What follows belongs to an exercise in optimizing a design on an open flow for small area; a production flow would make more cautious choices. RTL that was checked went through simulation tests only; none was proved equivalent to the original. Power is estimated from default activity; no workload was simulated. No driver is modelled on the clock port, so clocking that relies on it looks cheaper here than on a real chip.

==> flow/design.v <==
module emtb_rx (
    input  wire        clk,
    input  wire        rst,             
    input  wire        in_valid,
    input  wire [7:0]  in_data,
    output reg         snap_valid,
    output reg         snap_upd,
    output reg  [31:0] current_motor,
    output reg  [31:0] current_in,
    output reg  [15:0] duty,
    output reg  [31:0] rpm,
    output reg  [15:0] v_in,
    output reg  [31:0] ah,
    output reg  [31:0] ah_charged,
    output reg  [31:0] tach_abs,
    output reg         err_upd,
    output wire [3:0]  err_code,
    output wire [1:0]  err_sub,
    output reg  [15:0] err_info,
    output reg  [15:0] cnt_overflow,
    output reg  [15:0] cnt_checksum,
    output reg  [15:0] cnt_incomplete,
    output reg  [15:0] cnt_unknown_id
);
    localparam [1:0] S_DEAD = 2'd0;    
    localparam [1:0] S_PAY  = 2'd1;    
    localparam [1:0] S_CL   = 2'd2;    
    localparam [1:0] S_T    = 2'd3;    
    reg  [1:0]   st;
    reg  [7:0]   pos;
    reg  [7:0]   pay_len;
    reg  [15:0]  crc;           
    reg          crc_match;     
    reg  [231:0] sh;            
    wire [7:0]   pkt_id = sh[231:224];
    reg  [2:0]   ec;            
    function [15:0] sat_inc;
        input [15:0] v;
        input        en;
        reg   [16:0] c;
        integer      i;
        begin
            c[0] = en & ~(&v);
            for (i = 0; i < 16; i = i + 1)
                c[i+1] = c[i] & v[i];
            sat_inc = v ^ c[15:0];
        end
    endfunction
    assign err_code = {1'b0, ec};
    assign err_sub  = {ec[1] & ec[0], 1'b0};
    wire        b0       = (pos == 8'd254);
    wire        b1       = (pos == 8'd255);
    wire        at_len   = (pos == pay_len);
    wire        st_pay   = (st == S_PAY);
    wire        crc_hi   = st_pay & at_len & ~b1;
    wire        crc_lo   = (st == S_CL);
    wire        complete = in_valid & (st == S_T) & (in_data == 8'h03);
    wire        overflow = in_valid & (pos == 8'd253) & ~complete;
    wire [7:0]  x        = crc[15:8] ^ in_data;
    wire        x_zero   = (x == 8'h00);
    wire [7:0]  y        = x ^ {4'h0, x[7:4]};
    wire [15:0] y16      = {8'h00, y};
    wire [15:0] crc_tab  = (y16 << 12) ^ (y16 << 5) ^ y16;
    wire [15:0] crc_upd  = {crc[7:0], 8'h00} ^ crc_tab;
    wire [15:0] crc_shft = {crc[7:0], in_data};
    wire        win      = (pos == 8'd0) | ((pos >= 8'd15) & (pos <= 8'd38)) |
                           ((pos >= 8'd51) & (pos <= 8'd54));
    wire        sh_ld    = in_valid & win;
    wire        sh_hd    = ~(in_valid & win) | rst;
    wire        crc_bad   = ~crc_match;
    wire        too_short = (pay_len <= 8'd55);
    wire        bad_id    = (pkt_id != 8'h04);
    wire        e_chk    = complete & crc_bad;
    wire        e_inc    = complete & ~crc_bad & too_short;
    wire        e_uid    = complete & ~crc_bad & ~too_short & bad_id;
    wire        good     = complete & ~crc_bad & ~too_short & ~bad_id;
    wire        err      = overflow | e_chk | e_inc | e_uid;
    always @(posedge clk) begin
        if (in_valid) begin
            if (b1)
                pay_len <= in_data;
            if (b1)
                crc <= 16'h0000;
            else if (crc_hi | crc_lo)
                crc <= crc_shft;
            else
                crc <= crc_upd;
            if (crc_hi)
                crc_match <= x_zero;
            else if (crc_lo)
                crc_match <= crc_match & x_zero;
        end
        sh <= ({232{sh_ld}} & {sh[223:0], in_data}) | ({232{sh_hd}} & sh);
    end
    wire         sn_ld = good & ~rst;
    wire         sn_hd = ~good & ~rst;
    wire [223:0] snap  = {current_motor, current_in, duty, rpm, v_in, ah, ah_charged, tach_abs};
    always @(posedge clk)
        {current_motor, current_in, duty, rpm, v_in, ah, ah_charged, tach_abs} <=
            ({224{sn_ld}} & sh[223:0]) | ({224{sn_hd}} & snap);
    wire [8:0] pos_c;
    assign pos_c[0] = in_valid;
    genvar gi;
    generate
        for (gi = 0; gi < 8; gi = gi + 1) begin : g_pos
            assign pos_c[gi+1] = pos_c[gi] & pos[gi];
        end
    endgenerate
    always @(posedge clk)
        pos <= (rst | complete | overflow) ? 8'd254 : (pos ^ pos_c[7:0]);
    always @(posedge clk) begin
        cnt_overflow   <= rst ? 16'd0 : sat_inc(cnt_overflow,   overflow);
        cnt_checksum   <= rst ? 16'd0 : sat_inc(cnt_checksum,   e_chk);
        cnt_incomplete <= rst ? 16'd0 : sat_inc(cnt_incomplete, e_inc);
        cnt_unknown_id <= rst ? 16'd0 : sat_inc(cnt_unknown_id, e_uid);
    end
    always @(posedge clk) begin
        if (rst) begin
            st             <= S_DEAD;
            snap_valid     <= 1'b0;
            snap_upd       <= 1'b0;
            err_upd        <= 1'b0;
            ec             <= 3'd0;
            err_info       <= 16'd0;
        end else begin
            snap_upd <= good;
            err_upd  <= err;
            if (in_valid) begin
                if (b0)
                    st <= (in_data == 8'h02) ? S_PAY : S_DEAD;
                else if (crc_hi)
                    st <= S_CL;
                else if (st == S_CL)
                    st <= S_T;
                else if (st == S_T)
                    st <= S_DEAD;
                if (overflow)
                    st <= S_DEAD;
            end
            if (overflow) begin
                ec       <= 3'd1;
                err_info <= 16'h0100;
            end
            if (e_chk) begin
                ec       <= 3'd2;
                err_info <= crc;
            end
            if (e_inc) begin
                ec       <= 3'd3;
                err_info <= {8'd0, pay_len};
            end
            if (e_uid) begin
                ec       <= 3'd4;
                err_info <= {8'd0, pkt_id};
            end
            if (good) begin
                snap_valid    <= 1'b1;
            end
        end
    end
endmodule
export LEC_CHECK = 0
export CAP_MARGIN = 10
export CORE_MARGIN = 2
export CORE_UTILIZATION = 65
export PLACE_DENSITY = 0.75
export SLEW_MARGIN = 10
create_clock -name core_clock -period 10.0 [get_ports {clk}]
standard.sh (not shown) runs the stock make flow with config.mk's settings and CLKGATE_MAP_FILE= SYNTH_SCRIPT=/design/flow/synth_recipe.tcl, a recipe that flattens the netlist after the stock synthesis.
==> flow/flow/run.sh <==
#!/bin/bash
# The standard layout (standard.sh) with two changes: the port buffers are
# the smallest buffer (buf_1), and clock tree synthesis uses clkbuf_8 leaf
# clusters of at most 16 sinks and inserts no dummy loads.
set -euo pipefail
export BUFFER_PORTS_ARGS="-buffer_cell sky130_fd_sc_hd__buf_1"
export CTS_ARGS="-sink_clustering_enable -repair_clock_nets -dont_use_dummy_load -buf_list sky130_fd_sc_hd__clkbuf_8 -sink_clustering_size 16 -sink_clustering_max_diameter 50"
bash standard.sh > standard_make.log 2>&1
The baseline finished with timing, DRC and antenna clean.
Edit:
Settings changed: CAP_MARGIN 10 to 20, SLEW_MARGIN 10 to 20.
The new run produced a clean layout.
Non-clock buffer count stays the same.
Hold slack barely changes.
Via count is about the same.
Die area is unchanged.
Flip-flop and latch count does not change.
First-iteration DRC count grows slightly.
Power barely changes.
Worst setup slack is better by 6.7 ps.
Maximum frequency is about the same.
Sequential share of layout area barely changes.
Edit:
==> flow/flow/run.sh (replaced) <==
#!/bin/bash
# The standard layout (standard.sh) with two changes: the port buffers are
# the smallest buffer (buf_1), and clock tree synthesis uses clkbuf_8 leaf
# clusters of at most 17 sinks and inserts no dummy loads.
set -euo pipefail
export BUFFER_PORTS_ARGS="-buffer_cell sky130_fd_sc_hd__buf_1"
export CTS_ARGS="-sink_clustering_enable -repair_clock_nets -dont_use_dummy_load -buf_list sky130_fd_sc_hd__clkbuf_8 -sink_clustering_size 17 -sink_clustering_max_diameter 70"
bash standard.sh > standard_make.log 2>&1
Total power fell by 1.4%.
Critical path depth stays the same.
Fmax barely changes.
Synthesized area is unchanged.
Routed wire length fell by 0.45%.

Another version of the RTL of emtb_rx (not shown whole).
Size in the first run: roughly 1600 cells after synthesis, about 580 flip-flops, ~20000 um^2 of cells after synthesis.
Settings: LEC_CHECK=0, CAP_MARGIN=20, CORE_MARGIN=2, CORE_UTILIZATION=65, PLACE_DENSITY=0.75, SLEW_MARGIN=20; clock period 10.0 ns.
==> flow/flow/run.sh <==
#!/bin/bash
# Standard layout with two changes: the port buffers are the smallest buffer
# (buf_1) and clock tree synthesis inserts no dummy loads.
set -euo pipefail
export BUFFER_PORTS_ARGS="-buffer_cell sky130_fd_sc_hd__buf_1"
export CTS_ARGS="-sink_clustering_enable -repair_clock_nets -dont_use_dummy_load -buf_list sky130_fd_sc_hd__clkbuf_16 -sink_clustering_size 25 -sink_clustering_max_diameter 60"
bash standard.sh > standard_make.log 2>&1
The starting point passed the timing, design-rule and antenna checks.
Edit:
==> flow/flow/run.sh (replaced) <==
#!/bin/bash
# Standard layout with two changes: the port buffers are the smallest buffer
# (buf_1) and clock tree synthesis inserts no dummy loads.
set -euo pipefail
export BUFFER_PORTS_ARGS="-buffer_cell sky130_fd_sc_hd__buf_1"
export CTS_ARGS="-sink_clustering_enable -repair_clock_nets -dont_use_dummy_load -buf_list sky130_fd_sc_hd__clkbuf_8 -sink_clustering_size 16 -sink_clustering_max_diameter 50"
bash standard.sh > standard_make.log 2>&1
After rerunning: Power shrinks by about 6%. Fmax grows by 1.5%. Register-to-register slack degrades by 40 ps. First-iteration DRC count grows by 1.7%. Design area shrinks by about 1.2%. Area after synthesis stays the same. Global-route usage barely changes. Die area does not change. Combinational power stays flat. Routed wire length shrinks by about 0.5%.
Edit:
==> flow/flow/run.sh (replaced) <==
#!/bin/bash
# Standard layout with two changes: the port buffers are the smallest buffer
# (buf_1) and clock tree synthesis inserts no dummy loads.
set -euo pipefail
export BUFFER_PORTS_ARGS="-buffer_cell sky130_fd_sc_hd__buf_1"
export CTS_ARGS="-sink_clustering_enable -repair_clock_nets -dont_use_dummy_load -buf_list sky130_fd_sc_hd__clkbuf_4 -sink_clustering_size 10 -sink_clustering_max_diameter 60"
bash standard.sh > standard_make.log 2>&1
Outcome:
- The changed run completed without violations
- design area went down by 0.53%
- final cell count went up by 1.0%
- setup slack gains 110 ps
- routed wire length went up by 0.58%
- utilization went down by 0.37 points
- worst hold slack loses 38 ps
- global-route usage went up by 0.24 points
Edit:
==> flow/flow/run.sh (replaced) <==
#!/bin/bash
# Standard layout with two changes: the port buffers are the smallest buffer
# (buf_1) and clock tree synthesis inserts no dummy loads.
set -euo pipefail
export BUFFER_PORTS_ARGS="-buffer_cell sky130_fd_sc_hd__buf_1"
export CTS_ARGS="-sink_clustering_enable -repair_clock_nets -dont_use_dummy_load -buf_list sky130_fd_sc_hd__clkbuf_16 -sink_clustering_size 35 -sink_clustering_max_diameter 100"
bash standard.sh > standard_make.log 2>&1
Effect:
- hold slack gains 68 ps
- routed wire length goes down slightly
- power rises slightly
- register-to-register slack is better by 50 ps
- non-clock buffer count does not change
- final cell count goes down by a few percent
- setup slack got worse by 110 ps
- utilization stays flat
- via count went down by a few percent
- final area hardly moves
- synthesized area does not change

## job 101
emtb_rx, a different RTL version from the one above (not shown whole).
For scale: ~1700 cells after synthesis, roughly 580 flip-flops, about 320 I/O pins, ~20000 um^2 of cells after synthesis.
==> flow/config.mk <==
export PLATFORM = sky130hd
export DESIGN_NAME = emtb_rx
export DESIGN_NICKNAME = emtb_rx
export VERILOG_FILES = /design/flow/design.v
export SDC_FILE = /design/flow/constraint.sdc
export NUM_CORES = 4
export LEC_CHECK = 0
export CAP_MARGIN = 20
export CORE_MARGIN = 2
export CORE_UTILIZATION = 65
export PLACE_DENSITY = 0.75
export SLEW_MARGIN = 20
==> flow/constraint.sdc <==
create_clock -name core_clock -period 10.0 [get_ports {clk}]
set_input_delay 2.0000 -clock core_clock [delete_from_list [all_inputs] [get_ports {clk}]]
set_output_delay 2.0000 -clock core_clock [all_outputs]
set_load 0.01 [all_outputs]
==> flow/flow/run.sh <==
#!/bin/bash
# Standard layout with two changes: the port buffers are the smallest buffer
# (buf_1) and clock tree synthesis inserts no dummy loads.
set -euo pipefail
export BUFFER_PORTS_ARGS="-buffer_cell sky130_fd_sc_hd__buf_1"
export CTS_ARGS="-sink_clustering_enable -repair_clock_nets -dont_use_dummy_load -buf_list sky130_fd_sc_hd__clkbuf_4"
bash standard.sh > standard_make.log 2>&1
The flow did not stop early for job 101: all stages ran, and the layout cleared the timing, design-rule and antenna checks.
Changes in job 102 relative to job 101:
Settings: CTS_BUF_LIST newly set to sky130_fd_sc_hd__clkbuf_4.
==> flow/run.sh (new file) <==
#!/bin/bash
# synth_recipe.tcl (not shown) runs the flow's synth.tcl, then flattens the netlist and writes it again
# the make line also repeats each setting of config.mk as NAME=value (left out here)
make -C /OpenROAD-flow-scripts/flow DESIGN_CONFIG=/design/flow/config.mk WORK_HOME=/design/flow/orfs CLKGATE_MAP_FILE= SYNTH_SCRIPT=/design/flow/synth_recipe.tcl finish
removed: flow/flow/run.sh
removed: flow/standard.sh
## What came out
Layout cell share with drive strength beyond 1 up 2.8 points in job 102 wrt job 101
Taking job 101 as the reference point, the number of DRC markers in iteration 0 of job 102 falls by 51.
Hold slack was lower in job 101 than in job 102.
NOTE global placement routability congestion job 101->job 102 increased slightly
In job 102 relative to job 101, via count had gone up slightly.
The higher met1 demand-to-capacity share in global routing of job 102 and job 101 is in job 102.
Of the two values seen for capture point of the worst path, ah_charged[29]$_DFF_P_ was produced by job 101 and sh[198]$_DFF_P_ by job 102.
In job 102, the detailed-routing wirelength on met1 came out 130 um below the value in job 101.
Taking job 101 as the reference point, the final wirelength of job 102 rises by about 2%.
Between job 102 and job 101, the reported combinational group power does not differ in any meaningful way.
Against job 101, job 102 reports a post-detailed-route wirelength per cell that is lower.
Lower global routing met2 resource utilization goes to job 101 over job 102.
Function was not checked in any run of this note: the RTL went through the layout flow alone.

Setup of wip/willow:
emtb_rx, a different RTL version from the one above (not shown whole).
For scale: about 580 flip-flops, about 320 I/O pins.
Settings: LEC_CHECK=0, CAP_MARGIN=20, CORE_MARGIN=2, CORE_UTILIZATION=65, PLACE_DENSITY=0.75, SLEW_MARGIN=20; clock period 10.0 ns.
==> flow/flow/run.sh <==
#!/bin/bash
# Standard layout with two changes: the port buffers are the smallest buffer
# (buf_1) and clock tree synthesis inserts no dummy loads.
set -euo pipefail
export BUFFER_PORTS_ARGS="-buffer_cell sky130_fd_sc_hd__buf_1"
export CTS_ARGS="-sink_clustering_enable -repair_clock_nets -dont_use_dummy_load -buf_list sky130_fd_sc_hd__clkbuf_4 -sink_clustering_size 8 -sink_clustering_max_diameter 40"
bash standard.sh > standard_make.log 2>&1
wip/willow finished every stage and its layout cleared the timing, design-rule and antenna checks.
### wip/willow -> wip/garnet
diff --git a/flow/flow/run.sh b/flow/flow/run.sh
--- a/flow/flow/run.sh
+++ b/flow/flow/run.sh
@@ -6 +6 @@
-export CTS_ARGS="-sink_clustering_enable -repair_clock_nets -dont_use_dummy_load -buf_list sky130_fd_sc_hd__clkbuf_4 -sink_clustering_size 8 -sink_clustering_max_diameter 40"
+export CTS_ARGS="-sink_clustering_enable -repair_clock_nets -dont_use_dummy_load -buf_list sky130_fd_sc_hd__clkbuf_8 -sink_clustering_size 16 -sink_clustering_max_diameter 50"
diff --git a/flow/config.mk b/flow/config.mk
--- a/flow/config.mk
+++ b/flow/config.mk
@@ -10,2 +10,2 @@
-export CORE_UTILIZATION = 65
-export PLACE_DENSITY = 0.75
+export CORE_UTILIZATION = 75
+export PLACE_DENSITY = 0.85
==> notes.md <==
For via count of the first global-routing pass, wip/willow and wip/garnet come out practically identical. Of wip/garnet and wip/willow, wip/willow shows the higher source-to-sink clock delay at the later pin of the worst-skew pair, with wip/garnet below it. The lower setup slack came out of wip/garnet. Final instance area in wip/garnet is 0.48% below wip/willow. Row global-route wire length before repair: wip/garnet lower / wip/willow higher. Detailed route, wip/garnet vs wip/willow: via total higher for wip/garnet. wip/garnet ended up with a higher via-per-instance ratio than wip/willow did. Total met3 wirelength after detailed routing for wip/garnet: 31% up relative to wip/willow. In wip/garnet the final cell count without fillers turned out 101 lower than in wip/willow. Cmp wip/garnet vs wip/willow: share of the clock period used by the worst path after layout higher in wip/garnet.
What wip/pepper does differently from wip/garnet at the input level:
diff --git a/flow/config.mk b/flow/config.mk
--- a/flow/config.mk
+++ b/flow/config.mk
@@ -10,2 +10,2 @@
-export CORE_UTILIZATION = 75
-export PLACE_DENSITY = 0.85
+export CORE_UTILIZATION = 65
+export PLACE_DENSITY = 0.75
==> notes.md <==
When the final numbers for wip/pepper and wip/garnet were put side by side, the post-layout instance area turned out to be smaller in wip/garnet. Going from wip/garnet to wip/pepper, register fraction of the total cell area now smaller, number of vias per cell after detailed routing has decreased, first-iteration DRC count decreased by 14% relative to the old numbers, overall power of the completed layout moved up.
--- input diff wip/pepper..wip/tundra ---
diff --git a/flow/flow/run.sh b/flow/flow/run.sh
--- a/flow/flow/run.sh
+++ b/flow/flow/run.sh
@@ -6 +6 @@
-export CTS_ARGS="-sink_clustering_enable -repair_clock_nets -dont_use_dummy_load -buf_list sky130_fd_sc_hd__clkbuf_8 -sink_clustering_size 16 -sink_clustering_max_diameter 50"
+export CTS_ARGS="-sink_clustering_enable -repair_clock_nets -dont_use_dummy_load -buf_list sky130_fd_sc_hd__clkbuf_8 -sink_clustering_size 20 -sink_clustering_max_diameter 50"
### Flow results
wip/tundra completed; timing, DRC and antenna clean
Design area: wip/tundra vs wip/pepper — no meaningful difference
The lower global routing met1 resource utilization of wip/tundra and wip/pepper is in wip/pepper.
Sequential cell power delta (wip/pepper -> wip/tundra): insignificant

-- what the ideal ports hide --
No port has a modelled driver above. Below, the same layouts with a new extraction and two added sets of constraints.
Step 1, drivers: a clkbuf_16 drives clk and a buf_2 each remaining input, both assumed.
Step 2 times the ports against the registers' clock, not the clock port: input delays grow and output delays shrink by t, the midpoint of the rising clock arrivals with the driver on.
Slacks: no drivers / after step 1 / after step 2; pairs: no drivers / after step 1.
run	t (ns)	setup slack, ns	worst setup path after step 2	cell pins on the clock port's net
the first run of note 1	0.618	3.864 / 3.880 / 3.262	input to register	1
the second run of note 1	0.617	3.870 / 3.886 / 3.270	input to register	1
the third run of note 1	0.621	3.855 / 3.868 / 3.247	input to register	1
the first run of note 2	0.560	3.812 / 3.819 / 3.259	input to register	1
the second run of note 2	0.609	3.902 / 3.901 / 3.292	input to register	1
the third run of note 2	0.716	4.016 / 4.011 / 3.295	input to register	1
the fourth run of note 2	0.584	3.908 / 3.916 / 3.333	input to register	1
job 101	0.809	5.262 / 5.289 / 4.480	input to register	1
job 102	0.815	4.736 / 4.759 / 3.944	input to register	1
wip/willow	0.713	4.378 / 4.409 / 3.696	input to register	1
wip/garnet	0.590	4.247 / 4.272 / 3.683	input to register	1
wip/pepper	0.595	4.210 / 4.239 / 3.644	input to register	1
wip/tundra	0.606	4.198 / 4.227 / 3.621	input to register	1
After both steps setup and hold are still met in every run listed. The setup slack of job 102, which loses most, moves by +0.023 ns with the drivers and by -0.792 ns with both steps.
